Source: an optimization exercise on an open RTL-to-GDS flow (aim: small area, a short achievable clock period and few clock cycles per item). Production flows keep margins and buffers that such runs may drop. RTL that was checked went through simulation tests only; none was proved equivalent to the original. No functional check of the RTL was part of runs 2 and 3. Power and IR drop assume default switching activity. The flow treats the clock pin as an ideal source, which a real chip does not have.

## design/flow/design.v

```verilog
module dither_stream #(
    parameter MAX_W = 128
) (
    input  wire        clk,
    input  wire        rst,           
    input  wire [7:0]  cfg_width,     
    input  wire [7:0]  cfg_height,    
    input  wire [1:0]  cfg_mode,      
    input  wire        cfg_in_fmt,    
    input  wire        in_valid,
    output reg         in_ready,
    input  wire [23:0] in_data,       
    output reg         out_valid,
    input  wire        out_ready,
    output reg  [7:0]  out_data,
    output reg         out_last       
);
    localparam MODE_BAYER = 2'd1;
    localparam MODE_FS    = 2'd2;
    wire accept   = in_valid && in_ready;
    wire transfer = out_valid && out_ready;
    reg [7:0] cw, ch;
    always @(posedge clk) begin
        cw <= cfg_width;
        ch <= cfg_height;
    end
    reg        v0;
    reg [23:0] d0;
    always @(posedge clk) begin
        d0 <= in_data;
        v0 <= !rst && accept;
    end
    wire [7:0]  ch_b = d0[7:0];
    wire [7:0]  ch_g = d0[15:8];
    wire [7:0]  ch_r = d0[23:16];
    wire lu1 = ch_b[6] ^ ch_b[5];
    wire lu2 = ch_b[6] & ch_b[5];
    wire lu3 = ch_b[7] ^ ch_b[6] ^ ch_b[3];
    wire lu4 = (ch_b[7] & ch_b[6]) | (ch_b[7] & ch_b[3]) | (ch_b[6] & ch_b[3]);
    wire lu5 = ch_b[1] ^ ch_b[0];
    wire lu6 = ch_b[1] & ch_b[0];
    wire lu7 = ch_b[7] ^ ch_b[4] ^ ch_b[2];
    wire lu8 = (ch_b[7] & ch_b[4]) | (ch_b[7] & ch_b[2]) | (ch_b[4] & ch_b[2]);
    wire lu9 = ch_b[1] ^ ch_b[0] ^ ch_g[6];
    wire lu10 = (ch_b[1] & ch_b[0]) | (ch_b[1] & ch_g[6]) | (ch_b[0] & ch_g[6]);
    wire lu11 = ch_g[3] ^ ch_g[2];
    wire lu12 = ch_g[3] & ch_g[2];
    wire lu13 = ch_b[5] ^ ch_b[3] ^ ch_b[2];
    wire lu14 = (ch_b[5] & ch_b[3]) | (ch_b[5] & ch_b[2]) | (ch_b[3] & ch_b[2]);
    wire lu15 = ch_b[1] ^ ch_g[7] ^ ch_g[4];
    wire lu16 = (ch_b[1] & ch_g[7]) | (ch_b[1] & ch_g[4]) | (ch_g[7] & ch_g[4]);
    wire lu17 = ch_g[3] ^ ch_g[1];
    wire lu18 = ch_g[3] & ch_g[1];
    wire lu19 = ch_b[6] ^ ch_b[4] ^ ch_b[3];
    wire lu20 = (ch_b[6] & ch_b[4]) | (ch_b[6] & ch_b[3]) | (ch_b[4] & ch_b[3]);
    wire lu21 = ch_b[2] ^ ch_g[5] ^ ch_g[4];
    wire lu22 = (ch_b[2] & ch_g[5]) | (ch_b[2] & ch_g[4]) | (ch_g[5] & ch_g[4]);
    wire lu23 = ch_g[2] ^ ch_r[7];
    wire lu24 = ch_g[2] & ch_r[7];
    wire lu25 = 1'b1 ^ ch_b[7] ^ ch_b[5];
    wire lu26 = (1'b1 & ch_b[7]) | (1'b1 & ch_b[5]) | (ch_b[7] & ch_b[5]);
    wire lu27 = ch_b[4] ^ ch_b[3] ^ ch_g[6];
    wire lu28 = (ch_b[4] & ch_b[3]) | (ch_b[4] & ch_g[6]) | (ch_b[3] & ch_g[6]);
    wire lu29 = ch_g[5] ^ ch_g[3] ^ ch_g[0];
    wire lu30 = (ch_g[5] & ch_g[3]) | (ch_g[5] & ch_g[0]) | (ch_g[3] & ch_g[0]);
    wire lu31 = ch_b[6] ^ ch_b[5] ^ ch_b[4];
    wire lu32 = (ch_b[6] & ch_b[5]) | (ch_b[6] & ch_b[4]) | (ch_b[5] & ch_b[4]);
    wire lu33 = ch_g[7] ^ ch_g[6] ^ ch_g[4];
    wire lu34 = (ch_g[7] & ch_g[6]) | (ch_g[7] & ch_g[4]) | (ch_g[6] & ch_g[4]);
    wire lu35 = ch_b[7] ^ ch_b[6] ^ ch_b[5];
    wire lu36 = (ch_b[7] & ch_b[6]) | (ch_b[7] & ch_b[5]) | (ch_b[6] & ch_b[5]);
    wire lu37 = ch_b[3] ^ ch_b[2];
    wire lu38 = ch_b[3] & ch_b[2];
    wire lu39 = ch_b[4] ^ ch_b[3] ^ ch_b[0];
    wire lu40 = (ch_b[4] & ch_b[3]) | (ch_b[4] & ch_b[0]) | (ch_b[3] & ch_b[0]);
    wire lu41 = ch_g[6] ^ ch_g[2];
    wire lu42 = ch_g[6] & ch_g[2];
    wire lu43 = ch_b[5] ^ ch_b[4] ^ ch_b[1];
    wire lu44 = (ch_b[5] & ch_b[4]) | (ch_b[5] & ch_b[1]) | (ch_b[4] & ch_b[1]);
    wire lu45 = ch_g[7] ^ ch_g[3] ^ ch_g[0];
    wire lu46 = (ch_g[7] & ch_g[3]) | (ch_g[7] & ch_g[0]) | (ch_g[3] & ch_g[0]);
    wire lu47 = ch_r[7] ^ ch_r[6];
    wire lu48 = ch_r[7] & ch_r[6];
    wire lu49 = lu1 ^ ch_b[2] ^ ch_b[0];
    wire lu50 = (lu1 & ch_b[2]) | (lu1 & ch_b[0]) | (ch_b[2] & ch_b[0]);
    wire lu51 = ch_g[4] ^ ch_g[1] ^ ch_g[0];
    wire lu52 = (ch_g[4] & ch_g[1]) | (ch_g[4] & ch_g[0]) | (ch_g[1] & ch_g[0]);
    wire lu53 = ch_r[7] ^ ch_r[3] ^ ch_r[0];
    wire lu54 = (ch_r[7] & ch_r[3]) | (ch_r[7] & ch_r[0]) | (ch_r[3] & ch_r[0]);
    wire lu55 = lu5 ^ lu3 ^ lu2;
    wire lu56 = (lu5 & lu3) | (lu5 & lu2) | (lu3 & lu2);
    wire lu57 = ch_g[5] ^ ch_g[2] ^ ch_g[1];
    wire lu58 = (ch_g[5] & ch_g[2]) | (ch_g[5] & ch_g[1]) | (ch_g[2] & ch_g[1]);
    wire lu59 = ch_r[4] ^ ch_r[1] ^ ch_r[0];
    wire lu60 = (ch_r[4] & ch_r[1]) | (ch_r[4] & ch_r[0]) | (ch_r[1] & ch_r[0]);
    wire lu61 = lu11 ^ lu9 ^ lu7;
    wire lu62 = (lu11 & lu9) | (lu11 & lu7) | (lu9 & lu7);
    wire lu63 = lu6 ^ lu4 ^ ch_g[0];
    wire lu64 = (lu6 & lu4) | (lu6 & ch_g[0]) | (lu4 & ch_g[0]);
    wire lu65 = ch_r[5] ^ ch_r[2] ^ ch_r[1];
    wire lu66 = (ch_r[5] & ch_r[2]) | (ch_r[5] & ch_r[1]) | (ch_r[2] & ch_r[1]);
    wire lu67 = lu17 ^ lu15 ^ lu13;
    wire lu68 = (lu17 & lu15) | (lu17 & lu13) | (lu15 & lu13);
    wire lu69 = lu12 ^ lu10 ^ lu8;
    wire lu70 = (lu12 & lu10) | (lu12 & lu8) | (lu10 & lu8);
    wire lu71 = ch_r[6] ^ ch_r[3] ^ ch_r[2];
    wire lu72 = (ch_r[6] & ch_r[3]) | (ch_r[6] & ch_r[2]) | (ch_r[3] & ch_r[2]);
    wire lu73 = lu23 ^ lu21 ^ lu19;
    wire lu74 = (lu23 & lu21) | (lu23 & lu19) | (lu21 & lu19);
    wire lu75 = lu18 ^ lu16 ^ lu14;
    wire lu76 = (lu18 & lu16) | (lu18 & lu14) | (lu16 & lu14);
    wire lu77 = ch_r[4] ^ ch_r[3] ^ ch_r[0];
    wire lu78 = (ch_r[4] & ch_r[3]) | (ch_r[4] & ch_r[0]) | (ch_r[3] & ch_r[0]);
    wire lu79 = lu29 ^ lu27 ^ lu25;
    wire lu80 = (lu29 & lu27) | (lu29 & lu25) | (lu27 & lu25);
    wire lu81 = lu24 ^ lu22 ^ lu20;
    wire lu82 = (lu24 & lu22) | (lu24 & lu20) | (lu22 & lu20);
    wire lu83 = ch_r[5] ^ ch_r[4] ^ ch_r[1];
    wire lu84 = (ch_r[5] & ch_r[4]) | (ch_r[5] & ch_r[1]) | (ch_r[4] & ch_r[1]);
    wire lu85 = lu33 ^ lu31 ^ lu30;
    wire lu86 = (lu33 & lu31) | (lu33 & lu30) | (lu31 & lu30);
    wire lu87 = lu28 ^ lu26 ^ ch_g[1];
    wire lu88 = (lu28 & lu26) | (lu28 & ch_g[1]) | (lu26 & ch_g[1]);
    wire lu89 = ch_r[6] ^ ch_r[5] ^ ch_r[2];
    wire lu90 = (ch_r[6] & ch_r[5]) | (ch_r[6] & ch_r[2]) | (ch_r[5] & ch_r[2]);
    wire lu91 = lu35 ^ lu34 ^ lu32;
    wire lu92 = (lu35 & lu34) | (lu35 & lu32) | (lu34 & lu32);
    wire lu93 = ch_g[7] ^ ch_g[5] ^ ch_g[2];
    wire lu94 = (ch_g[7] & ch_g[5]) | (ch_g[7] & ch_g[2]) | (ch_g[5] & ch_g[2]);
    wire lu95 = ch_r[7] ^ ch_r[6] ^ ch_r[3];
    wire lu96 = (ch_r[7] & ch_r[6]) | (ch_r[7] & ch_r[3]) | (ch_r[6] & ch_r[3]);
    wire lu97 = lu36 ^ ch_b[7] ^ ch_b[6];
    wire lu98 = (lu36 & ch_b[7]) | (lu36 & ch_b[6]) | (ch_b[7] & ch_b[6]);
    wire lu99 = ch_g[6] ^ ch_g[3] ^ ch_r[7];
    wire lu100 = (ch_g[6] & ch_g[3]) | (ch_g[6] & ch_r[7]) | (ch_g[3] & ch_r[7]);
    wire lu101 = ch_b[1] ^ ch_b[0];
    wire lu102 = ch_b[1] & ch_b[0];
    wire lu103 = ch_b[2] ^ ch_b[1] ^ ch_g[4];
    wire lu104 = (ch_b[2] & ch_b[1]) | (ch_b[2] & ch_g[4]) | (ch_b[1] & ch_g[4]);
    wire lu105 = ch_g[0] ^ ch_r[4];
    wire lu106 = ch_g[0] & ch_r[4];
    wire lu107 = lu37 ^ ch_g[5] ^ ch_g[1];
    wire lu108 = (lu37 & ch_g[5]) | (lu37 & ch_g[1]) | (ch_g[5] & ch_g[1]);
    wire lu109 = ch_r[5] ^ ch_r[4] ^ ch_r[0];
    wire lu110 = (ch_r[5] & ch_r[4]) | (ch_r[5] & ch_r[0]) | (ch_r[4] & ch_r[0]);
    wire lu111 = lu41 ^ lu39 ^ lu38;
    wire lu112 = (lu41 & lu39) | (lu41 & lu38) | (lu39 & lu38);
    wire lu113 = ch_r[6] ^ ch_r[5] ^ ch_r[1];
    wire lu114 = (ch_r[6] & ch_r[5]) | (ch_r[6] & ch_r[1]) | (ch_r[5] & ch_r[1]);
    wire lu115 = lu47 ^ lu45 ^ lu43;
    wire lu116 = (lu47 & lu45) | (lu47 & lu43) | (lu45 & lu43);
    wire lu117 = lu42 ^ lu40 ^ ch_r[2];
    wire lu118 = (lu42 & lu40) | (lu42 & ch_r[2]) | (lu40 & ch_r[2]);
    wire lu119 = lu53 ^ lu51 ^ lu49;
    wire lu120 = (lu53 & lu51) | (lu53 & lu49) | (lu51 & lu49);
    wire lu121 = lu48 ^ lu46 ^ lu44;
    wire lu122 = (lu48 & lu46) | (lu48 & lu44) | (lu46 & lu44);
    wire lu123 = lu59 ^ lu57 ^ lu55;
    wire lu124 = (lu59 & lu57) | (lu59 & lu55) | (lu57 & lu55);
    wire lu125 = lu54 ^ lu52 ^ lu50;
    wire lu126 = (lu54 & lu52) | (lu54 & lu50) | (lu52 & lu50);
    wire lu127 = lu65 ^ lu63 ^ lu61;
    wire lu128 = (lu65 & lu63) | (lu65 & lu61) | (lu63 & lu61);
    wire lu129 = lu60 ^ lu58 ^ lu56;
    wire lu130 = (lu60 & lu58) | (lu60 & lu56) | (lu58 & lu56);
    wire lu131 = lu71 ^ lu69 ^ lu67;
    wire lu132 = (lu71 & lu69) | (lu71 & lu67) | (lu69 & lu67);
    wire lu133 = lu66 ^ lu64 ^ lu62;
    wire lu134 = (lu66 & lu64) | (lu66 & lu62) | (lu64 & lu62);
    wire lu135 = lu77 ^ lu75 ^ lu73;
    wire lu136 = (lu77 & lu75) | (lu77 & lu73) | (lu75 & lu73);
    wire lu137 = lu72 ^ lu70 ^ lu68;
    wire lu138 = (lu72 & lu70) | (lu72 & lu68) | (lu70 & lu68);
    wire lu139 = lu83 ^ lu81 ^ lu79;
    wire lu140 = (lu83 & lu81) | (lu83 & lu79) | (lu81 & lu79);
    wire lu141 = lu78 ^ lu76 ^ lu74;
    wire lu142 = (lu78 & lu76) | (lu78 & lu74) | (lu76 & lu74);
    wire lu143 = lu89 ^ lu87 ^ lu85;
    wire lu144 = (lu89 & lu87) | (lu89 & lu85) | (lu87 & lu85);
    wire lu145 = lu84 ^ lu82 ^ lu80;
    wire lu146 = (lu84 & lu82) | (lu84 & lu80) | (lu82 & lu80);
    wire lu147 = lu95 ^ lu93 ^ lu91;
    wire lu148 = (lu95 & lu93) | (lu95 & lu91) | (lu93 & lu91);
    wire lu149 = lu90 ^ lu88 ^ lu86;
    wire lu150 = (lu90 & lu88) | (lu90 & lu86) | (lu88 & lu86);
    wire lu151 = lu99 ^ lu97 ^ lu96;
    wire lu152 = (lu99 & lu97) | (lu99 & lu96) | (lu97 & lu96);
    wire lu153 = lu94 ^ lu92 ^ ch_r[4];
    wire lu154 = (lu94 & lu92) | (lu94 & ch_r[4]) | (lu92 & ch_r[4]);
    wire lu155 = lu100 ^ lu98 ^ ch_b[7];
    wire lu156 = (lu100 & lu98) | (lu100 & ch_b[7]) | (lu98 & ch_b[7]);
    wire lu157 = ch_g[7] ^ ch_g[4] ^ ch_r[5];
    wire lu158 = (ch_g[7] & ch_g[4]) | (ch_g[7] & ch_r[5]) | (ch_g[4] & ch_r[5]);
    wire lu159 = ch_b[0] ^ ch_g[2];
    wire lu160 = ch_b[0] & ch_g[2];
    wire lu161 = lu101 ^ ch_g[3] ^ ch_r[3];
    wire lu162 = (lu101 & ch_g[3]) | (lu101 & ch_r[3]) | (ch_g[3] & ch_r[3]);
    wire lu163 = lu105 ^ lu103 ^ lu102;
    wire lu164 = (lu105 & lu103) | (lu105 & lu102) | (lu103 & lu102);
    wire lu165 = lu109 ^ lu107 ^ lu106;
    wire lu166 = (lu109 & lu107) | (lu109 & lu106) | (lu107 & lu106);
    wire lu167 = lu113 ^ lu111 ^ lu110;
    wire lu168 = (lu113 & lu111) | (lu113 & lu110) | (lu111 & lu110);
    wire lu169 = lu117 ^ lu115 ^ lu114;
    wire lu170 = (lu117 & lu115) | (lu117 & lu114) | (lu115 & lu114);
    wire lu171 = lu121 ^ lu119 ^ lu118;
    wire lu172 = (lu121 & lu119) | (lu121 & lu118) | (lu119 & lu118);
    wire lu173 = lu125 ^ lu123 ^ lu122;
    wire lu174 = (lu125 & lu123) | (lu125 & lu122) | (lu123 & lu122);
    wire lu175 = lu129 ^ lu127 ^ lu126;
    wire lu176 = (lu129 & lu127) | (lu129 & lu126) | (lu127 & lu126);
    wire lu177 = lu133 ^ lu131 ^ lu130;
    wire lu178 = (lu133 & lu131) | (lu133 & lu130) | (lu131 & lu130);
    wire lu179 = lu137 ^ lu135 ^ lu134;
    wire lu180 = (lu137 & lu135) | (lu137 & lu134) | (lu135 & lu134);
    wire lu181 = lu141 ^ lu139 ^ lu138;
    wire lu182 = (lu141 & lu139) | (lu141 & lu138) | (lu139 & lu138);
    wire lu183 = lu145 ^ lu143 ^ lu142;
    wire lu184 = (lu145 & lu143) | (lu145 & lu142) | (lu143 & lu142);
    wire lu185 = lu149 ^ lu147 ^ lu146;
    wire lu186 = (lu149 & lu147) | (lu149 & lu146) | (lu147 & lu146);
    wire lu187 = lu153 ^ lu151 ^ lu150;
    wire lu188 = (lu153 & lu151) | (lu153 & lu150) | (lu151 & lu150);
    wire lu189 = lu157 ^ lu155 ^ lu154;
    wire lu190 = (lu157 & lu155) | (lu157 & lu154) | (lu155 & lu154);
    wire lu191 = lu158 ^ lu156 ^ ch_g[5];
    wire lu192 = (lu158 & lu156) | (lu158 & ch_g[5]) | (lu156 & ch_g[5]);
    wire lu193 = ch_g[1] ^ ch_r[1];
    wire lu194 = ch_g[1] & ch_r[1];
    wire lu195 = lu159 ^ ch_r[2] ^ ch_r[1];
    wire lu196 = (lu159 & ch_r[2]) | (lu159 & ch_r[1]) | (ch_r[2] & ch_r[1]);
    wire lu197 = lu161 ^ lu160 ^ ch_r[2];
    wire lu198 = (lu161 & lu160) | (lu161 & ch_r[2]) | (lu160 & ch_r[2]);
    wire lu199 = lu163 ^ lu162 ^ ch_r[3];
    wire lu200 = (lu163 & lu162) | (lu163 & ch_r[3]) | (lu162 & ch_r[3]);
    wire lu201 = lu165 ^ lu164 ^ lu104;
    wire lu202 = (lu165 & lu164) | (lu165 & lu104) | (lu164 & lu104);
    wire lu203 = lu167 ^ lu166 ^ lu108;
    wire lu204 = (lu167 & lu166) | (lu167 & lu108) | (lu166 & lu108);
    wire lu205 = lu169 ^ lu168 ^ lu112;
    wire lu206 = (lu169 & lu168) | (lu169 & lu112) | (lu168 & lu112);
    wire lu207 = lu171 ^ lu170 ^ lu116;
    wire lu208 = (lu171 & lu170) | (lu171 & lu116) | (lu170 & lu116);
    wire lu209 = lu173 ^ lu172 ^ lu120;
    wire lu210 = (lu173 & lu172) | (lu173 & lu120) | (lu172 & lu120);
    wire lu211 = lu175 ^ lu174 ^ lu124;
    wire lu212 = (lu175 & lu174) | (lu175 & lu124) | (lu174 & lu124);
    wire lu213 = lu177 ^ lu176 ^ lu128;
    wire lu214 = (lu177 & lu176) | (lu177 & lu128) | (lu176 & lu128);
    wire lu215 = lu179 ^ lu178 ^ lu132;
    wire lu216 = (lu179 & lu178) | (lu179 & lu132) | (lu178 & lu132);
    wire lu217 = lu181 ^ lu180 ^ lu136;
    wire lu218 = (lu181 & lu180) | (lu181 & lu136) | (lu180 & lu136);
    wire lu219 = lu183 ^ lu182 ^ lu140;
    wire lu220 = (lu183 & lu182) | (lu183 & lu140) | (lu182 & lu140);
    wire lu221 = lu185 ^ lu184 ^ lu144;
    wire lu222 = (lu185 & lu184) | (lu185 & lu144) | (lu184 & lu144);
    wire lu223 = lu187 ^ lu186 ^ lu148;
    wire lu224 = (lu187 & lu186) | (lu187 & lu148) | (lu186 & lu148);
    wire lu225 = lu189 ^ lu188 ^ lu152;
    wire lu226 = (lu189 & lu188) | (lu189 & lu152) | (lu188 & lu152);
    wire lu227 = lu191 ^ lu190 ^ ch_r[6];
    wire lu228 = (lu191 & lu190) | (lu191 & ch_r[6]) | (lu190 & ch_r[6]);
    wire lu229 = lu192 ^ ch_g[6] ^ ch_r[7];
    wire lu230 = (lu192 & ch_g[6]) | (lu192 & ch_r[7]) | (ch_g[6] & ch_r[7]);
    wire [21:0] lu_a = {1'b0, ch_g[7], lu228, lu226, lu224, lu222, lu220, lu218, lu216, lu214, lu212, lu210, lu208, lu206, lu204, lu202, lu200, lu198, lu196, lu194, ch_r[0], ch_r[0]};
    wire [21:0] lu_b = {1'b0, lu230, lu229, lu227, lu225, lu223, lu221, lu219, lu217, lu215, lu213, lu211, lu209, lu207, lu205, lu203, lu201, lu199, lu197, lu195, lu193, ch_g[0]};
    wire [14:0] luma_lo = {1'b0, lu_a[13:0]} + {1'b0, lu_b[13:0]};
    reg  [7:0] xc, yc;
    wire [7:0] xc1 = xc + 8'd1;
    wire [7:0] yc1 = yc + 8'd1;
    wire       lastc0 = (xc1 == cw);
    wire       lastr0 = (yc1 == ch);
    always @(posedge clk) begin
        if (rst) begin
            xc <= 8'd0;
            yc <= 8'd0;
        end else if (v0) begin
            if (lastc0) begin
                xc <= 8'd0;
                yc <= lastr0 ? 8'd0 : yc1;
            end else begin
                xc <= xc1;
            end
        end
    end
    reg       v1;
    reg [7:0] hs1, hc1;               
    reg       hk1;                    
    reg       firstc1, lastc1, firstr1, lastr1;
    reg [3:0] pos1;
    always @(posedge clk) begin
        v1      <= !rst && v0;
        hs1     <= cfg_in_fmt ? ch_b : lu_a[21:14];
        hc1     <= cfg_in_fmt ? 8'd0 : lu_b[21:14];
        hk1     <= !cfg_in_fmt && luma_lo[14];
        firstc1 <= (xc == 8'd0);
        lastc1  <= lastc0;
        firstr1 <= (yc == 8'd0);
        lastr1  <= lastr0;
        pos1    <= {yc[1:0], xc[1:0]};
    end
    wire [7:0] g1 = hs1 + hc1 + {7'd0, hk1};
    reg [7:0] bayer_thr;
    always @(*) begin
        case (pos1)
            4'h0: bayer_thr = 8'd0;
            4'h1: bayer_thr = 8'd127;
            4'h2: bayer_thr = 8'd32;
            4'h3: bayer_thr = 8'd159;
            4'h4: bayer_thr = 8'd191;
            4'h5: bayer_thr = 8'd64;
            4'h6: bayer_thr = 8'd223;
            4'h7: bayer_thr = 8'd96;
            4'h8: bayer_thr = 8'd48;
            4'h9: bayer_thr = 8'd175;
            4'hA: bayer_thr = 8'd16;
            4'hB: bayer_thr = 8'd143;
            4'hC: bayer_thr = 8'd239;
            4'hD: bayer_thr = 8'd112;
            4'hE: bayer_thr = 8'd207;
            default: bayer_thr = 8'd80;
        endcase
    end
    reg        v2, en2, sel2;
    reg  [7:0] dl_p;
    reg  [7:0] dl_x, dl_y;
    wire [7:0] push;
    wire [7:0] seg_len = cw - 8'd5;
    wire       seg_big = (seg_len >= 8'd60) && !seg_len[7];
    reg        sel60, w3, w4;
    reg  [5:0] selb;
    always @(posedge clk) begin
        sel60 <= seg_big;
        selb  <= seg_big ? seg_len[5:0] - 6'd60 : seg_len[5:0];
        w3    <= (cw == 8'd3);
        w4    <= (cw == 8'd4);
    end
    reg  [7:0] seg60 [0:59];
    reg  [7:0] seg32 [0:31];
    reg  [7:0] seg16 [0:15];
    reg  [7:0] seg8  [0:7];
    reg  [7:0] seg4  [0:3];
    reg  [7:0] seg2  [0:1];
    reg  [7:0] seg1;
    wire [7:0] in60 = dl_p;
    wire [7:0] in32 = sel60   ? seg60[59] : in60;
    wire [7:0] in16 = selb[5] ? seg32[31] : in32;
    wire [7:0] in8  = selb[4] ? seg16[15] : in16;
    wire [7:0] in4  = selb[3] ? seg8[7]   : in8;
    wire [7:0] in2  = selb[2] ? seg4[3]   : in4;
    wire [7:0] in1  = selb[1] ? seg2[1]   : in2;
    wire [7:0] inX  = selb[0] ? seg1      : in1;
    wire [7:0] xtap = w4 ? dl_p : dl_x;
    wire [7:0] above1 = firstr1 ? 8'd0 : (sel2 ? xtap : dl_y);
    reg  signed [9:0] b2;
    reg  [7:0] g2;
    reg        vis2, firstc2, last2;
    reg        bayer2;
    always @(posedge clk) begin
        v2      <= !rst && v1;
        en2     <= v1;
        sel2    <= v1 || rst;
        b2      <= $signed({2'b00, g1}) + $signed({{2{above1[7]}}, above1});
        g2      <= g1;
        vis2    <= !lastr1 && !firstc1 && !lastc1;
        firstc2 <= firstc1;
        last2   <= lastc1 && lastr1;
        bayer2  <= (g1 > bayer_thr);
    end
    reg  [7:0] err_right;
    wire [9:0] fs_v     = b2 + {{2{err_right[7]}}, err_right};
    wire       fs_white = !fs_v[9] && (fs_v[8] || fs_v[7]);
    wire [9:0] fs_e     = vis2 ? (fs_white ? fs_v - 10'd255 : fs_v) : 10'd0;
    wire [12:0] b13 = {{3{b2[9]}}, b2};
    wire [12:0] r13 = {{5{err_right[7]}}, err_right};
    wire [12:0] a7  = (b13 << 3) - b13 + (r13 << 3) - r13;
    wire [7:0]  ah  = a7[11:4];
    wire [3:0]  al  = a7[3:0];
    wire        lt0   = fs_v[9];
    wire        lt255 = fs_v[9] || !(fs_v[8] || (fs_v[7:0] == 8'hff));
    wire        up0 = ({1'b0, al} + 5'd7  + {4'd0, lt0})   >= 5'd16;
    wire        up1 = ({1'b0, al} + 5'd14 + {4'd0, lt255}) >= 5'd16;
    wire [7:0]  sh7_0 = ah + {7'd0, up0};
    wire [7:0]  sh7_1 = ah + {7'd0, up1} + 8'd144;
    wire [7:0]  sh7   = vis2 ? (fs_white ? sh7_1 : sh7_0) : 8'd0;
    reg  [9:0] e1;                    
    reg  [7:0] sum_c;                 
    reg  [7:0] sum_d;                 
    wire [13:0] e14 = {{4{e1[9]}}, e1};
    wire [13:0] rnd = {10'd0, 4'd7 + {3'd0, e1[9]}};
    wire [13:0] t3  = (e14 << 1) + e14 + rnd + {2'd0, sum_c, 4'd0};
    wire [13:0] t5  = (e14 << 2) + e14 + rnd + {2'd0, sum_d, 4'd0};
    wire [13:0] t1  = e14 + rnd;
    assign push = t3[11:4];
    always @(posedge clk) begin
        if (en2) begin
            err_right <= sh7;
            e1        <= fs_e;
            sum_c     <= t5[11:4];
            sum_d     <= firstc2 ? 8'd0 : t1[11:4];
        end
    end
    reg        hold2;
    always @(posedge clk) hold2 <= !v1;
    wire [7:0] m_en = {8{en2}};
    wire [7:0] m_hd = {8{hold2}};
    integer i;
    always @(posedge clk) begin
        dl_p     <= (push & m_en) | (dl_p & m_hd);
        seg60[0] <= (in60 & m_en) | (seg60[0] & m_hd);
        for (i = 1; i < 60; i = i + 1) seg60[i] <= (seg60[i-1] & m_en) | (seg60[i] & m_hd);
        seg32[0] <= (in32 & m_en) | (seg32[0] & m_hd);
        for (i = 1; i < 32; i = i + 1) seg32[i] <= (seg32[i-1] & m_en) | (seg32[i] & m_hd);
        seg16[0] <= (in16 & m_en) | (seg16[0] & m_hd);
        for (i = 1; i < 16; i = i + 1) seg16[i] <= (seg16[i-1] & m_en) | (seg16[i] & m_hd);
        seg8[0]  <= (in8 & m_en) | (seg8[0] & m_hd);
        for (i = 1; i < 8; i = i + 1) seg8[i] <= (seg8[i-1] & m_en) | (seg8[i] & m_hd);
        seg4[0]  <= (in4 & m_en) | (seg4[0] & m_hd);
        for (i = 1; i < 4; i = i + 1) seg4[i] <= (seg4[i-1] & m_en) | (seg4[i] & m_hd);
        seg2[0]  <= (in2 & m_en) | (seg2[0] & m_hd);
        seg2[1]  <= (seg2[0] & m_en) | (seg2[1] & m_hd);
        seg1     <= (in1 & m_en) | (seg1 & m_hd);
        dl_x     <= (inX & m_en) | (dl_x & m_hd);
        dl_y     <= ((w3 ? push : xtap) & m_en) | (dl_y & m_hd);
    end
    reg [7:0] res2;
    always @(*) begin
        case (cfg_mode)
            MODE_BAYER: res2 = bayer2 ? 8'd255 : 8'd0;
            MODE_FS:    res2 = vis2 ? (fs_white ? 8'd255 : 8'd0) : g2;
            default:    res2 = g2;
        endcase
    end
    reg  [8:0] ring [0:3];
    reg  [1:0] wp, rp;
    reg  [2:0] cnt;                   
    wire [8:0] inc = {last2, res2};
    always @(posedge clk) begin
        if (v2) ring[wp] <= inc;
    end
    wire       move  = out_ready || !out_valid;
    wire       empty = (cnt == 3'd0);
    wire       take  = !empty || v2;              
    always @(posedge clk) begin
        if (rst) begin
            wp        <= 2'd0;
            rp        <= 2'd0;
            cnt       <= 3'd0;
            out_valid <= 1'b0;
        end else begin
            wp <= wp + {1'b0, v2};
            if (move) begin
                out_valid <= take;
                rp        <= rp + {1'b0, take};
                cnt       <= cnt + {2'b0, v2} - {2'b0, take};
            end else begin
                cnt       <= cnt + {2'b0, v2};
            end
        end
        if (move)
            {out_last, out_data} <= empty ? inc : ring[rp];
    end
    reg  [2:0] n_fly;
    wire       accept_w3 = accept && (cfg_width == 8'd3);    
    wire       n_le3 = (n_fly <= 3'd3);
    wire       n_le4 = (n_fly <= 3'd4);
    always @(posedge clk) begin
        if (rst) begin
            n_fly    <= 3'd0;
            in_ready <= 1'b1;
        end else begin
            n_fly    <= n_fly + {2'b00, accept} - {2'b00, transfer};
            in_ready <= !accept_w3 && (transfer ? (!accept || n_le4)
                                                : (accept ? n_le3 : n_le4));
        end
    end
endmodule
```

## design/flow/flow/run.sh

```bash
#!/bin/bash
# The standard layout (standard.sh), with these changes to how it is made:
# the port buffers are buf_2 cells; timing repair aims for 13.4 ns of extra
# setup slack; the clock tree uses sink clusters of up to 20 and no dummy loads.
set -euo pipefail
export BUFFER_PORTS_ARGS="-buffer_cell sky130_fd_sc_hd__buf_2"
export SETUP_SLACK_MARGIN=13.4
export CTS_ARGS="-sink_clustering_enable -repair_clock_nets -dont_use_dummy_load -sink_clustering_size 20 -sink_clustering_max_diameter 70"
bash standard.sh > make_finish.log 2>&1
```

## design/flow/standard.sh

```bash
#!/bin/bash
# synth_recipe.tcl (not shown) runs the flow's synth.tcl, then flattens the netlist and writes it again
# the make line also repeats each setting of config.mk as NAME=value (left out here)
make -C /OpenROAD-flow-scripts/flow DESIGN_CONFIG=/design/flow/config.mk WORK_HOME=/design/flow/orfs CLKGATE_MAP_FILE= SYNTH_SCRIPT=/design/flow/synth_recipe.tcl "${@:-finish}"
```

## design/flow/config.mk

```make
export PLATFORM = sky130hd
export DESIGN_NAME = dither_stream
export DESIGN_NICKNAME = dither_stream
export VERILOG_FILES = /design/flow/design.v
export SDC_FILE = /design/flow/constraint.sdc
export NUM_CORES = 4
export LEC_CHECK = 0
export CAP_MARGIN = 20
export CORE_MARGIN = 2
export CORE_UTILIZATION = 65
export PLACE_DENSITY = 0.75
export SLEW_MARGIN = 20
```

## design/flow/constraint.sdc

```tcl
create_clock -name core_clock -period 18.0 [get_ports {clk}]
set_input_delay 3.6000 -clock core_clock [delete_from_list [all_inputs] [get_ports {clk}]]
set_output_delay 3.6000 -clock core_clock [all_outputs]
set_load 0.01 [all_outputs]
```

==> summary.md, run 1 <==
| Metric | Value |
|---|---|
| Final ANT Viol Nets | 0 |
| Avg Inst Size Synth | ~12 sq um |
| Clk pin slew, worst setup/hold paths | about 80 ps |
| Hold WS | between 300 and 400 ps |
| Root Buffer | clkbuf_16 |
| Share of layout cells above drive strength 1 | 0.0593 |
| Die ar. | 71400 sq um |
| # Max-Cap Violations | 0 |
| Primary FF master, synth | dfxtp_1 |
| Crit share post-route | 0.265 |
| Detailed placement HPWL | approximately 50 mm |
| Worst-skew pair later-pin latency | 630 ps |
| Initial Utilization | 0.656 |
| Gr ovfl total | 0 |
| ANT cells | 0 |
| Mapped cell area | around 45000 sq um |
| Worst r2r dst | hk1$_DFF_P_ |
| Pin count of the biggest net entering global routing | 298 |
| # rows | between 90 and 100 |
| H-tree depth | 3 |
| RSZ-0062 raised after global routing | yes |
| Fmax achieved | approximately 210 MHz |
| Count leader, synth | dfxtp_1 |
| Setup TNS Final | 0 ps |
| Die Ht | approximately 270 um |
| Clock Tree Buf Depth | 3 |
| Cts hold-fix bufs | 0 |
| Worst Path Required | about 14000 ps |
| Crit Path Category | flop to output pin |
| CP Cell Sequence | buf_2 |
| Slew margin rel. | 0.267 |
| Synth Warn # | 7 |
| DRT Wirelength | around 80 mm |
| Final setup fails | 0 |
| Destination of the critical timing path | out_data[7] |
| Detailed Routing Iterations Pass 1 | 7 |
| CP max-delay cell | edfxtp_1 |
| Critical Path Start | out_data[7]$_DFFE_PN_ |
| Die width | 267 um |
| Antenna violations before repair | 1 |
| Final Max Tran Viols | 0 |
| WP depth | 1 |
| Synth top area share | 0.507 |
| Sequential fraction of the synthesis area | 0.559 |
| Pleak | between 15 and 20 nW |
| Number of fill cells | about 5.0k |
| CP Launch Type | flop |
| WL/cell | between 15 and 20 um |
| Worst Path Arrival | around 1200 ps |
| Vias in the first global route | 26.7k |
| Reg2reg setup slack | ~14000 ps |
| Ranking of synthesized cells by area | dfxtp_1 51%, a22o_1 19%, fa_1 6.3% |
| Ports | between 50 and 60 |
| Max FO, Critical Path | 1 |
| Total power | between 0.006 and 0.007 W |
| Worst slack at placement | 12850 ps |
| Reg-to-reg startpoint | d0[3]$_DFF_P_ |
| Number of flops mapped to enable cells by yosys | 78 |
| Leading area contributor after synthesis | dfxtp_1 |
| Core footprint | roughly 69000 sq um |
| Mapped Cells | about 3.7k |
| Status | no timing/DRC/antenna violations |
| Slowest stage delay, CP | between 400 and 500 ps |
| Slew @ Worst Pin | ~1100 ps |
| Final min period | 4770 ps |
| Crit path buf inv count | 1 |
| Syn Nets | 4024 |
| Total GRT Usage | 0.227 |
| Clk sinks | around 1.2k |
| Initial DRC Count | approximately 2.1k |
| CP delay by family, top | flip-flops |
| Async SR Flop Fraction | 0 |
| Crit. End Element | output pin |
| Hold Vio Cnt, Final | 0 |
| Number of remaining DRC errors | 0 |
| Min-delay worst type | flop to flop |
| Total CTS buffers | 73 |
| Post-route setup slack | ~13000 ps |
| Final GP Congestion | 0.835 |
| R2R cell count | 12 |
| Synth top cells by count | 1140 x dfxtp_1, 968 x a22o_1, 240 x clkbuf_1 |
| Area Overhead vs Synth | 5.80% |
| CTS tree | built |
| Worst Skew | between 50 and 60 ps |
| Vias/cell | 6.03 |
| Vias after detailed routing | approximately 27k |
| Nets | about 3.9k |
| PortBufs | 57 |
| Synth Register Bits | about 1.2k |
| VDD IR max | about 0.13 mV |
| Yosys cell types | 77 |
| Post-CTS setup buffers | 0 |
| Pwr Density | 146 nW/um^2 |
| First-pass GRT wire length | about 140 mm |
| Util after Layout | 0.695 |
-- area by class of cell --
cell class	count	area (sq um)	area share
clock buffer	73	1830	0.0383
inverter	207	782	0.0164
multi-input combinational	2022	18200	0.382
sequential	1218	25200	0.528
tap	931	1160	0.0245
timing repair buffer	70	505	0.0106
-- where the power goes --
part           internal, W  switching (W)  total, W
sequential         0.00302       0.000210   0.00323
combinational     0.000956        0.00121   0.00217
clock             0.000721       0.000817   0.00154
-- repair_timing --
item | 4_1_cts | 5_1_grt
setup endpoints to repair | 11 | 19
gates resized for setup | 4 | 4
cloned | 0 | 1
-- worst min path at each step --
stage | from | endpoint | depth (start not counted)
finish | v1$_DFF_P_ | en2$_DFF_P_ | 0
CTS | v1$_DFF_P_ | en2$_DFF_P_ | 0
global placement | v1$_DFF_P_ | en2$_DFF_P_ | 0
detailed placement | v1$_DFF_P_ | en2$_DFF_P_ | 0
floorplan | firstc1$_DFF_P_ | firstc2$_DFF_P_ | 0
global route | v1$_DFF_P_ | en2$_DFF_P_ | 0
-- sequential cells by signal, summed over array words and instances (netlist names), 10 cells and up, named ones only --
signal,count
seg4,32
ring,36
d0,24
e1,10
seg8,64
seg60,480
b2,10
seg2,16
seg32,256
seg16,128
-- logic make-up (layout without fill, tap and decap cells) --
logic type | after synthesis | in the layout | share of synthesized area
xor+xnor | 99 | 99 | 0.0193
compound gates | 1218 | 1219 | 0.226
mux | 66 | 66 | 0.0177
fa+ha+maj | 271 | 271 | 0.0990
flops | 1218 | 1218 | 0.559
simple gates | 367 | 367 | 0.0399
buf+inv | 467 | 350 | 0.0395
-- metal layers --
metal | up-vias | global-route usage | share of wire
li1 | 13300 | - | -
met1 | 13600 | 0.331 | 0.49
met2 | 344 | 0.360 | 0.46
met3 | 100 | 0.0290 | 0.029
met4 | 0 | 0.0554 | 0.020
met5 | - | 0 | 0
-- per-stage QoR --
stage	instance area (sq um)	std cells
6_report	47600	4521
5_1_grt	47600	4521
4_1_cts	47500	4518
3_5_place_dp	45700	4445
3_3_place_gp	45700	4445
2_1_floorplan	45100	3706
-- layout by cell type, fill, tap and decap left out, types with 37 or more instances in the layout --
master     count
fa_1         141
nor2_1       111
edfxtp_1      78
xnor2_1       58
inv_1        203
o21ai_0       70
xor2_1        41
ha_1         126
a21oi_1       56
buf_2         55
a22o_1       968
clkbuf_16     73
dfxtp_1     1136
nand2_1       98
mux2i_1       37
Testbench counts, summed over its fixed seeds: cycles 133,288, items 132,840.
==> run 2: changes to the inputs <==
--- a/design/flow/design.v
+++ b/design/flow/design.v
@@ -20,9 +20,13 @@
     wire accept   = in_valid && in_ready;
     wire transfer = out_valid && out_ready;
     reg [7:0] cw, ch;
+    reg [1:0] cmode;
+    reg       cfmt;
     always @(posedge clk) begin
-        cw <= cfg_width;
-        ch <= cfg_height;
+        cw    <= cfg_width;
+        ch    <= cfg_height;
+        cmode <= cfg_mode;
+        cfmt  <= cfg_in_fmt;
     end
     reg        v0;
     reg [23:0] d0;
@@ -291,9 +295,9 @@
     reg [3:0] pos1;
     always @(posedge clk) begin
         v1      <= !rst && v0;
-        hs1     <= cfg_in_fmt ? ch_b : lu_a[21:14];
-        hc1     <= cfg_in_fmt ? 8'd0 : lu_b[21:14];
-        hk1     <= !cfg_in_fmt && luma_lo[14];
+        hs1     <= cfmt ? ch_b : lu_a[21:14];
+        hc1     <= cfmt ? 8'd0 : lu_b[21:14];
+        hk1     <= !cfmt && luma_lo[14];
         firstc1 <= (xc == 8'd0);
         lastc1  <= lastc0;
         firstr1 <= (yc == 8'd0);
@@ -356,6 +360,7 @@
     reg  signed [9:0] b2;
     reg  [7:0] g2;
     reg        vis2, firstc2, last2;
+    reg  [1:0] mode2;
     reg        bayer2;
     always @(posedge clk) begin
         v2      <= !rst && v1;
@@ -366,6 +371,7 @@
         vis2    <= !lastr1 && !firstc1 && !lastc1;
         firstc2 <= firstc1;
         last2   <= lastc1 && lastr1;
+        mode2   <= cmode;
         bayer2  <= (g1 > bayer_thr);
     end
     reg  [7:0] err_right;
@@ -393,40 +399,34 @@
     wire [13:0] t5  = (e14 << 2) + e14 + rnd + {2'd0, sum_d, 4'd0};
     wire [13:0] t1  = e14 + rnd;
     assign push = t3[11:4];
+    integer i;
     always @(posedge clk) begin
         if (en2) begin
             err_right <= sh7;
             e1        <= fs_e;
             sum_c     <= t5[11:4];
             sum_d     <= firstc2 ? 8'd0 : t1[11:4];
+            dl_p      <= push;
+            seg60[0] <= in60;
+            for (i = 1; i < 60; i = i + 1) seg60[i] <= seg60[i-1];
+            seg32[0] <= in32;
+            for (i = 1; i < 32; i = i + 1) seg32[i] <= seg32[i-1];
+            seg16[0] <= in16;
+            for (i = 1; i < 16; i = i + 1) seg16[i] <= seg16[i-1];
+            seg8[0] <= in8;
+            for (i = 1; i < 8; i = i + 1) seg8[i] <= seg8[i-1];
+            seg4[0] <= in4;
+            for (i = 1; i < 4; i = i + 1) seg4[i] <= seg4[i-1];
+            seg2[0] <= in2;
+            seg2[1] <= seg2[0];
+            seg1    <= in1;
+            dl_x    <= inX;
+            dl_y    <= w3 ? push : xtap;
         end
     end
-    reg        hold2;
-    always @(posedge clk) hold2 <= !v1;
-    wire [7:0] m_en = {8{en2}};
-    wire [7:0] m_hd = {8{hold2}};
-    integer i;
-    always @(posedge clk) begin
-        dl_p     <= (push & m_en) | (dl_p & m_hd);
-        seg60[0] <= (in60 & m_en) | (seg60[0] & m_hd);
-        for (i = 1; i < 60; i = i + 1) seg60[i] <= (seg60[i-1] & m_en) | (seg60[i] & m_hd);
-        seg32[0] <= (in32 & m_en) | (seg32[0] & m_hd);
-        for (i = 1; i < 32; i = i + 1) seg32[i] <= (seg32[i-1] & m_en) | (seg32[i] & m_hd);
-        seg16[0] <= (in16 & m_en) | (seg16[0] & m_hd);
-        for (i = 1; i < 16; i = i + 1) seg16[i] <= (seg16[i-1] & m_en) | (seg16[i] & m_hd);
-        seg8[0]  <= (in8 & m_en) | (seg8[0] & m_hd);
-        for (i = 1; i < 8; i = i + 1) seg8[i] <= (seg8[i-1] & m_en) | (seg8[i] & m_hd);
-        seg4[0]  <= (in4 & m_en) | (seg4[0] & m_hd);
-        for (i = 1; i < 4; i = i + 1) seg4[i] <= (seg4[i-1] & m_en) | (seg4[i] & m_hd);
-        seg2[0]  <= (in2 & m_en) | (seg2[0] & m_hd);
-        seg2[1]  <= (seg2[0] & m_en) | (seg2[1] & m_hd);
-        seg1     <= (in1 & m_en) | (seg1 & m_hd);
-        dl_x     <= (inX & m_en) | (dl_x & m_hd);
-        dl_y     <= ((w3 ? push : xtap) & m_en) | (dl_y & m_hd);
-    end
     reg [7:0] res2;
     always @(*) begin
-        case (cfg_mode)
+        case (mode2)
             MODE_BAYER: res2 = bayer2 ? 8'd255 : 8'd0;
             MODE_FS:    res2 = vis2 ? (fs_white ? 8'd255 : 8'd0) : g2;
             default:    res2 = g2;
==> design/flow/flow/run.sh (replaced) <==
#!/bin/bash
# The standard layout (standard.sh), with these changes to how it is made:
# the port buffers are buf_2 cells; timing repair aims for 13.4 ns of extra
# setup slack; the clock tree uses sink clusters of up to 30 and no dummy loads.
set -euo pipefail
export BUFFER_PORTS_ARGS="-buffer_cell sky130_fd_sc_hd__buf_2"
export SETUP_SLACK_MARGIN=13.4
export CTS_ARGS="-sink_clustering_enable -repair_clock_nets -dont_use_dummy_load -sink_clustering_size 30 -sink_clustering_max_diameter 100"
bash standard.sh > make_finish.log 2>&1
==> summary.md, run 2 <==
| Metric | Value |
|---|---|
| Status | no timing/DRC/antenna violations |
| Yosys cell types | 69 (-10%) |
| # rows | 97 (+1.0%) |
| Slowest stage delay, CP | 390 ps (-30 ps) |
| CP Launch Type | flop |
| Worst-skew pair later-pin latency | 640 ps (about the same) |
| CTS tree | built |
| Max FFs per register | 480 (unchanged) |
| Final GP Congestion | 0.859 (+2.9%) |
| Crit Path Category | flop to output pin |
| Final Max Tran Viols | 0 (unchanged) |
| Mapped cell area | 45700 sq um (+1.4%) |
| Leading area contributor after synthesis | edfxtp_1 |
| PortBufs | 57 (unchanged) |
| Pwr Density | 135 nW/um^2 (-7.4%) |
| Commonest non-fill, non-tap cell in the layout | edfxtp_1 |
| Die width | 269 um (+0.69%) |
| Die ar. | 72400 sq um (+1.4%) |
| Detailed Routing Iterations Pass 1 | 5 (-2) |
| Synth top cells by count | 1086 x edfxtp_1, 190 x inv_1, 142 x fa_1 |
| Antenna violations before repair | 0 (-1) |
| First-pass GRT wire length | 109 mm (-19%) |
| Sequential fraction of the synthesis area | 0.774 (+0.215) |
| Syn Nets | 2725 (-32%) |
| Reg2reg setup slack | 13700 ps (+150 ps) |
| Most frequent cells in the layout | 1086 x edfxtp_1, 188 x inv_1, 141 x fa_1 |
| Clk pin slew, worst setup/hold paths | 100 ps (+20 ps) |
| Die Ht | 269 um (+0.69%) |
| Synth top area share | 0.714 (+0.207) |
| Total CTS buffers | 48 (-34%) |
| Crit share post-route | 0.262 (-0.00274) |
| Worst Path Arrival | 1120 ps (-50 ps) |
| Number of fill cells | 4337 (-13%) |
| Mapped Cells | 2407 (-35%) |
| Grt met3 use | 0.0244 (-0.00458) |
| Min-delay worst type | flop to flop |
| Vias/cell | 5.65 (-6.3%) |
| Psw | 0.00196 W (-12%) |
| Int Pwr | 0.00457 W (-2.7%) |
| Share of layout cells above drive strength 1 | 0.0906 (+0.0313) |
| Worst Path Required | 14400 ps (about the same) |
| WP depth | 1 (unchanged) |
| Count leader, synth | edfxtp_1 |
| Clk sinks | 1222 (+0.33%) |
| Vias in the first global route | 19.4k (-27%) |
| Nets | 2814 (-28%) |
| Fmax achieved | 212 MHz (+1.0%) |
| VDD IR max | 0.510 mV (+280%) |
| Synth Warn # | 7 (unchanged) |
| ANT cells | 0 (unchanged) |
| Crit path buf inv count | 1 (unchanged) |
| Worst Hold End | mode2[0]$_DFF_P_ |
| Initial Utilization | 0.654 (-0.00214) |
| Async SR Flop Fraction | 0 (unchanged) |
| Final setup fails | 0 (unchanged) |
| GR Util met2 | 0.322 (-0.0382) |
| Ranking of synthesized cells by area | edfxtp_1 71%, fa_1 6.2%, dfxtp_1 6.0% |
| Synth Register Bits | 1222 (+0.33%) |
| Setup TNS Final | 0 ps (unchanged) |
| Ports | 58 (unchanged) |
| Worst r2r dst | hk1$_DFF_P_ |
| WL/cell | 20.6 um (+16%) |
| Number of flops mapped to enable cells by yosys | 1086 (+1300%) |
| GR peak layer | met2 |
| DRT Wirelength | 70.6 mm (-12%) |
| # Max-Cap Violations | 0 (unchanged) |
| Reg power frac | 0.523 (+0.057) |
| Clock network power share | 0.189 (-0.033) |
| Avg Inst Size Synth | 19.0 sq um (+56%) |
| Worst Skew | 62.1 ps (+11.2 ps) |
| Slew @ Worst Pin | 1160 ps (+60.4 ps) |
| Root Buffer | clkbuf_16 |
| Largest Register | seg60 |
| Comb power frac | 0.288 (-0.024) |
| Hold path depth | 0 (unchanged) |
| Vias after detailed routing | 19.4k (-29%) |
| M1 GR Usage | 0.295 (-0.0364) |
| R2R cell count | 13 (+1) |
| Largest registers | seg60: 480 flops, seg32: 256 flops, seg16: 128 flops |
| Slew margin rel. | 0.227 (-0.0403) |
| Total power | 0.00653 W (-5.8%) |
| Max FO, Critical Path | 1 (unchanged) |
| Pin count of the biggest net entering global routing | 214 (-28%) |
| Final ANT Viol Nets | 0 (unchanged) |
| RSZ-0062 raised after global routing | yes |
| Total GRT Usage | 0.199 (-0.0281) |
| Primary FF master, synth | edfxtp_1 |
| Hold_sp | cmode[0]$_DFF_P_ |
| Clock Tree Buf Depth | 3 (unchanged) |
| Detailed placement HPWL | 42.9 mm (-16%) |
| CP max-delay cell | edfxtp_1 |
| Core footprint | 69800 sq um (+1.7%) |
| Reg-to-reg startpoint | d0[6]$_DFF_P_ |
| Crit. End Element | output pin |
| Final min period | 4720 ps (-49.4 ps) |
| Gr ovfl total | 0 (unchanged) |
| Area Overhead vs Synth | 6.08% |
| Hold Vio Cnt, Final | 0 (unchanged) |
| Number of remaining DRC errors | 0 (unchanged) |
| H-tree depth | 2 (-1) |
| Initial DRC Count | 1806 (-13%) |
| CP Cell Sequence | buf_2 |
| CP delay by family, top | flip-flops |
| Pleak | 16.6 nW (-14%) |
| Switching share of power | 0.300 (-0.0225) |
## run 2: cell types whose count changed after synthesis, sizes merged, moves of 10 or more
cell	previous run	this run
nand2	98	66
a22o	968	0
a221o	10	0
mux2i	37	14
inv	206	190
a31oi	5	17
xnor2	58	48
edfxtp	78	1086
o31ai	17	2
clkbuf	240	23
mux2	20	65
nor2	116	73
dfxtp	1140	136
o21ai	73	36
## run 2: layer usage
layer,vias up,share of wire,wire length (um)
met5,-,0,0
met4,0,0.019,1330
met3,87,0.036,2530
met2,377,0.49,34400
met1,9983,0.46,32400
li1,8967,-,-
## run 2: worst max path at each step
stage | end | from
2_1_floorplan | dl_p[0]$_DFFE_PP_ | en2$_DFF_P_
3_3_place_gp | seg16[12][7]$_DFFE_PP_ | en2$_DFF_P_
3_5_place_dp | seg16[13][6]$_DFFE_PP_ | en2$_DFF_P_
4_1_cts | out_data[2] | out_data[2]$_DFFE_PN_
5_1_grt | out_data[0] | out_data[0]$_DFFE_PN_
6_report | out_data[2] | out_data[2]$_DFFE_PN_
## run 2: cells by family (layout without fill, tap and decap cells)
| logic type | count (synthesis) | count (layout) | share of synthesized area |
|---|---|---|---|
| flip-flops | 1222 | 1222 | 0.774 |
| AND/OR/NAND/NOR | 292 | 292 | 0.0329 |
| AO/OA/AOI/OAI | 211 | 211 | 0.0300 |
| buffers and inverters | 227 | 314 | 0.0190 |
| XOR/XNOR | 96 | 96 | 0.0193 |
| adder cells (fa/ha/maj) | 271 | 271 | 0.0976 |
| multiplexers | 88 | 88 | 0.0275 |
## run 2: timing repair
item	CTS	global route
setup buffers	1	1
hold buffers	0	0
hold endpoints to repair	0	0
endpoints found under the setup margin	108	109
pin swaps	0	0
gates resized for setup	7	9
## run 2: metrics by stage
stage / utilization / std cells / hold slack, ps / worst slack (ps) / area [sq um]
CTS: 0.693 / 3432 / 355 / 13240 / 48400
global placement: 0.675 / 3383 / 348 / 12870 / 47100
finish: 0.694 / 3434 / 349 / 13280 / 48400
floorplan: - / 2407 / 310 / 10150 / 45700
global route: 0.694 / 3434 / 362 / 13240 / 48400
detailed placement: 0.675 / 3383 / 340 / 12610 / 47100
## run 2: layout make-up
type | instances | area, sq um | share of cell area
inverters | 191 | 717 | 0.0148
well taps | 940 | 1180 | 0.0243
multi-input cells | 958 | 9490 | 0.196
flip-flops and latches | 1222 | 35300 | 0.730
clock buffers | 48 | 1200 | 0.0248
repair buffers | 75 | 504 | 0.0104
## run 2: power groups by stage
| stage | sequential [W] | clock [W] | combinational (W) |
|---|---|---|---|
| after floorplan | 0.00350 | 0 | 0.00140 |
| after global placement | 0.00348 | 0 | 0.00177 |
| after detailed placement | 0.00348 | 0 | 0.00185 |
| after CTS | 0.00342 | 0.00128 | 0.00187 |
| after global routing | 0.00344 | 0.00136 | 0.00214 |
| final | 0.00342 | 0.00123 | 0.00188 |
==> run 3: changes to the inputs <==
--- a/design/flow/config.mk
+++ b/design/flow/config.mk
@@ -7,6 +7,5 @@
 export LEC_CHECK = 0
 export CAP_MARGIN = 20
 export CORE_MARGIN = 2
-export CORE_UTILIZATION = 65
-export PLACE_DENSITY = 0.75
+export CORE_UTILIZATION = 40
 export SLEW_MARGIN = 20
==> summary.md, run 3 <==
| Metric | Value |
|---|---|
| Status | no timing/DRC/antenna violations |
| Crit. End Element | output pin |
| Final GP Congestion | 0.801 (-6.8%) |
| Fmax achieved | 210 MHz (-0.58%) |
| Vias after detailed routing | 19.1k (-1.5%) |
| Worst Hold End | mode2[0]$_DFF_P_ |
| Final min period | 4750 ps (+27.6 ps) |
| Root Buffer | clkbuf_16 |
| Max FO, Critical Path | 1 (unchanged) |
| Crit path buf inv count | 1 (unchanged) |
| Final Max Tran Viols | 0 (unchanged) |
| Clk sinks | 1222 (unchanged) |
| Worst r2r dst | hk1$_DFF_P_ |
| WP depth | 1 (unchanged) |
| Final ANT Viol Nets | 0 (unchanged) |
| H-tree depth | 2 (unchanged) |
| WL/cell | 16.9 um (-18%) |
| Gr ovfl total | 0 (unchanged) |
| Synth Register Bits | 1222 (unchanged) |
| Die Ht | 342 um (+27%) |
| Crit share post-route | 0.264 (+0.00153) |
| Placed cell areas | 47800 sq um (+1.5%) |
| CP max-delay cell | edfxtp_1 |
| Pin count of the biggest net entering global routing | 230 (+7.5%) |
| Area Overhead vs Synth | 7.76% |
| Most frequent cells in the layout | 1086 x edfxtp_1, 188 x inv_1, 141 x fa_1 |
| ANT cells | 0 (unchanged) |
| Post-route setup slack | 13250 ps (-27.6 ps) |
| Worst-skew pair later-pin latency | 650 ps (about the same) |
| Pwr Density | 132 nW/um^2 (-1.8%) |
| Largest registers | seg60: 480 flops, seg32: 256 flops, seg16: 128 flops |
| Initial DRC Count | 1590 (-12%) |
| Syn Nets | 2725 (unchanged) |
| PortBufs | 57 (unchanged) |
| Worst slack at placement | 12980 ps (+367 ps) |
| Hold Vio Cnt, Final | 0 (unchanged) |
| Total CTS buffers | 50 (+4.2%) |
| Detailed Routing Iterations Pass 1 | 5 (unchanged) |
| Core footprint | 113000 sq um (+62%) |
| Primary FF master, synth | edfxtp_1 |
| Vias in the first global route | 19.3k (-0.48%) |
| Die width | 342 um (+27%) |
| Number of flops mapped to enable cells by yosys | 1086 (unchanged) |
| Clock Tree Buf Depth | 3 (unchanged) |
| Sequential fraction of the synthesis area | 0.774 (unchanged) |
| Hold WS | 340 ps (-9.08 ps) |
| CP Launch Type | flop |
| CTS tree | built |
| Mapped cell area | 45700 sq um (unchanged) |
| CP delay by family, top | flip-flops |
| Total GRT Usage | 0.115 (-0.0838) |
| Count leader, synth | edfxtp_1 |
| RSZ-0062 raised after global routing | yes |
| Util after Layout | 0.436 (-0.258) |
| Worst Skew | 74.6 ps (+12.5 ps) |
| Cts hold-fix bufs | 0 (unchanged) |
| Vias/cell | 4.79 (-15%) |
| R2R cell count | 13 (unchanged) |
| Setup TNS Final | 0 ps (unchanged) |
| Number of fill cells | 9627 (+120%) |
| Slowest stage delay, CP | 390 ps (about the same) |
| Number of remaining DRC errors | 0 (unchanged) |
| Final setup fails | 0 (unchanged) |
| Worst Path Required | 14400 ps (about the same) |
| Reg2reg setup slack | 13610 ps (-90 ps) |
| Design area | 49200 sq um (+1.6%) |
| Min-delay worst type | flop to flop |
| Clk pin slew, worst setup/hold paths | 100 ps (about the same) |
| Nets | 2813 (-0.036%) |
| CP Cell Sequence | buf_2 |
| VDD IR max | 0.151 mV (-70%) |
| Yosys cell types | 69 (unchanged) |
| DRT Wirelength | 67.6 mm (-4.2%) |
| Share of layout cells above drive strength 1 | 0.0903 (-0.000365) |
| Slew margin rel. | 0.309 (+0.0818) |
| Worst Path Arrival | 1150 ps (+30 ps) |
| Commonest non-fill, non-tap cell in the layout | edfxtp_1 |
| Synth top area share | 0.714 (unchanged) |
| Detailed placement HPWL | 41.4 mm (-3.3%) |
| Pleak | 16.6 nW (+0.14%) |
| First-pass GRT wire length | 108 mm (-1.5%) |
| # rows | 123 (+27%) |
| Ranking of synthesized cells by area | edfxtp_1 71%, fa_1 6.2%, dfxtp_1 6.0% |
| Synth top cells by count | 1086 x edfxtp_1, 190 x inv_1, 142 x fa_1 |
| Synth Warn # | 7 (unchanged) |
| Leading area contributor after synthesis | edfxtp_1 |
| Reg-to-reg startpoint | d0[12]$_DFF_P_ |
| Async SR Flop Fraction | 0 (unchanged) |
| Mapped Cells | 2407 (unchanged) |
| Avg Inst Size Synth | 19.0 sq um (unchanged) |
| Initial Utilization | 0.405 (-0.250) |
| Antenna violations before repair | 0 (unchanged) |
| Largest Register | seg60 |
| Hold path depth | 0 (unchanged) |
| Crit Path Category | flop to output pin |
| Hold_sp | cmode[0]$_DFF_P_ |
| Max FFs per register | 480 (unchanged) |
| # Max-Cap Violations | 0 (unchanged) |
| Ports | 58 (unchanged) |
| Die ar. | 117000 sq um (+61%) |
| Slew @ Worst Pin | 1040 ps (-123 ps) |
## run 3: cell counts after synthesis
Identical to the previous run, type by type.
## run 3: repair_timing
action / in CTS / in global routing
gates resized for setup: 4 / 5
buffers inserted: 1 / 0
pin swaps: 0 / 0
hold endpoints to repair: 0 / 0
endpoints found under the setup margin: 11 / 12
## run 3: worst max path at each step
stage                           from             endpoint  slack, ps
2_1_floorplan            en2$_DFF_P_    dl_p[0]$_DFFE_PP_      10150
3_3_place_gp               out_ready  n_fly[1]$_SDFF_PP0_      12970
3_5_place_dp               out_ready  n_fly[1]$_SDFF_PP0_      12980
4_1_cts        out_data[0]$_DFFE_PN_          out_data[0]      13170
5_1_grt        out_data[3]$_DFFE_PN_          out_data[3]      13170
6_report       out_data[0]$_DFFE_PN_          out_data[0]      13250
## run 3: layout make-up
| class | count | area [sq um] | share of cell area |
|---|---|---|---|
| Sequential cell | 1222 | 35300 | 0.718 |
| Timing Repair Buffer | 72 | 508 | 0.0103 |
| Multi-Input combinational cell | 958 | 9510 | 0.193 |
| Clock buffer | 50 | 1250 | 0.0254 |
| Inverter | 191 | 717 | 0.0146 |
| Tap cell | 1500 | 1880 | 0.0381 |
## run 3: kinds of logic after synthesis
family | synth area share
simple gates | 0.0329
xor+xnor | 0.0193
fa+ha+maj | 0.0976
buf+inv | 0.0190
flops | 0.774
compound gates | 0.0300
mux | 0.0275
## run 3: where the power goes
group | switching (W) | internal (W) | total [W]
logic | 0.00105 | 0.000786 | 0.00184
registers | 0.000116 | 0.00330 | 0.00342
clock network | 0.000755 | 0.000499 | 0.00125
total | 0.00193 | 0.00459 | 0.00651
## run 3: per-layer routing
layer	share of wire	track usage	up-vias	wire, um
li1	-	-	8977	-
met1	0.50	0.172	9858	33700
met2	0.45	0.177	199	30700
met3	0.027	0.0158	86	1810
met4	0.022	0.0295	0	1460
met5	0	0	-	0
## run 3: metrics by stage
stage / power (W) / instances
2_1_floorplan: 0.00490 / 2407
3_3_place_gp: 0.00527 / 3939
3_5_place_dp: 0.00532 / 3939
4_1_cts: 0.00660 / 3990
5_1_grt: 0.00697 / 3993
6_report: 0.00651 / 3993

==> separate check: timing with driven ports <==
How much do the figures lean on ideal ports? The routed layouts below were timed once more, with nothing changed but the port constraints.
Step 1 sets driving cells, clkbuf_16 on the clock port and buf_2 on the other inputs (assumed; they add their load-dependent delay and slew).
Step 2, shift: input delay + t, output delay - t, t = (earliest + latest rising clock arrival at the registers) / 2. This alone moves slack from input paths to output paths.
a / b / c = ideal ports / drivers / drivers and shift; a / b = the first two.
run	t, ns	setup slack, ns	hold slack, ns	worst register clock-pin slew, ns	worst data-port slew with drivers (ns)
run 1	0.671	13.226 / 13.158 / 12.821	0.358 / 0.358 / 0.358	0.09 / 0.09	0.04
run 2	0.661	13.275 / 13.209 / 12.985	0.349 / 0.349 / 0.349	0.11 / 0.11	0.04
run 3	0.674	13.248 / 13.185 / 12.987	0.340 / 0.340 / 0.340	0.11 / 0.11	0.03
After both steps every run listed still meets setup and hold. The setup slack of run 1, which loses most, moves by -0.068 ns with the drivers and by -0.405 ns with both steps.
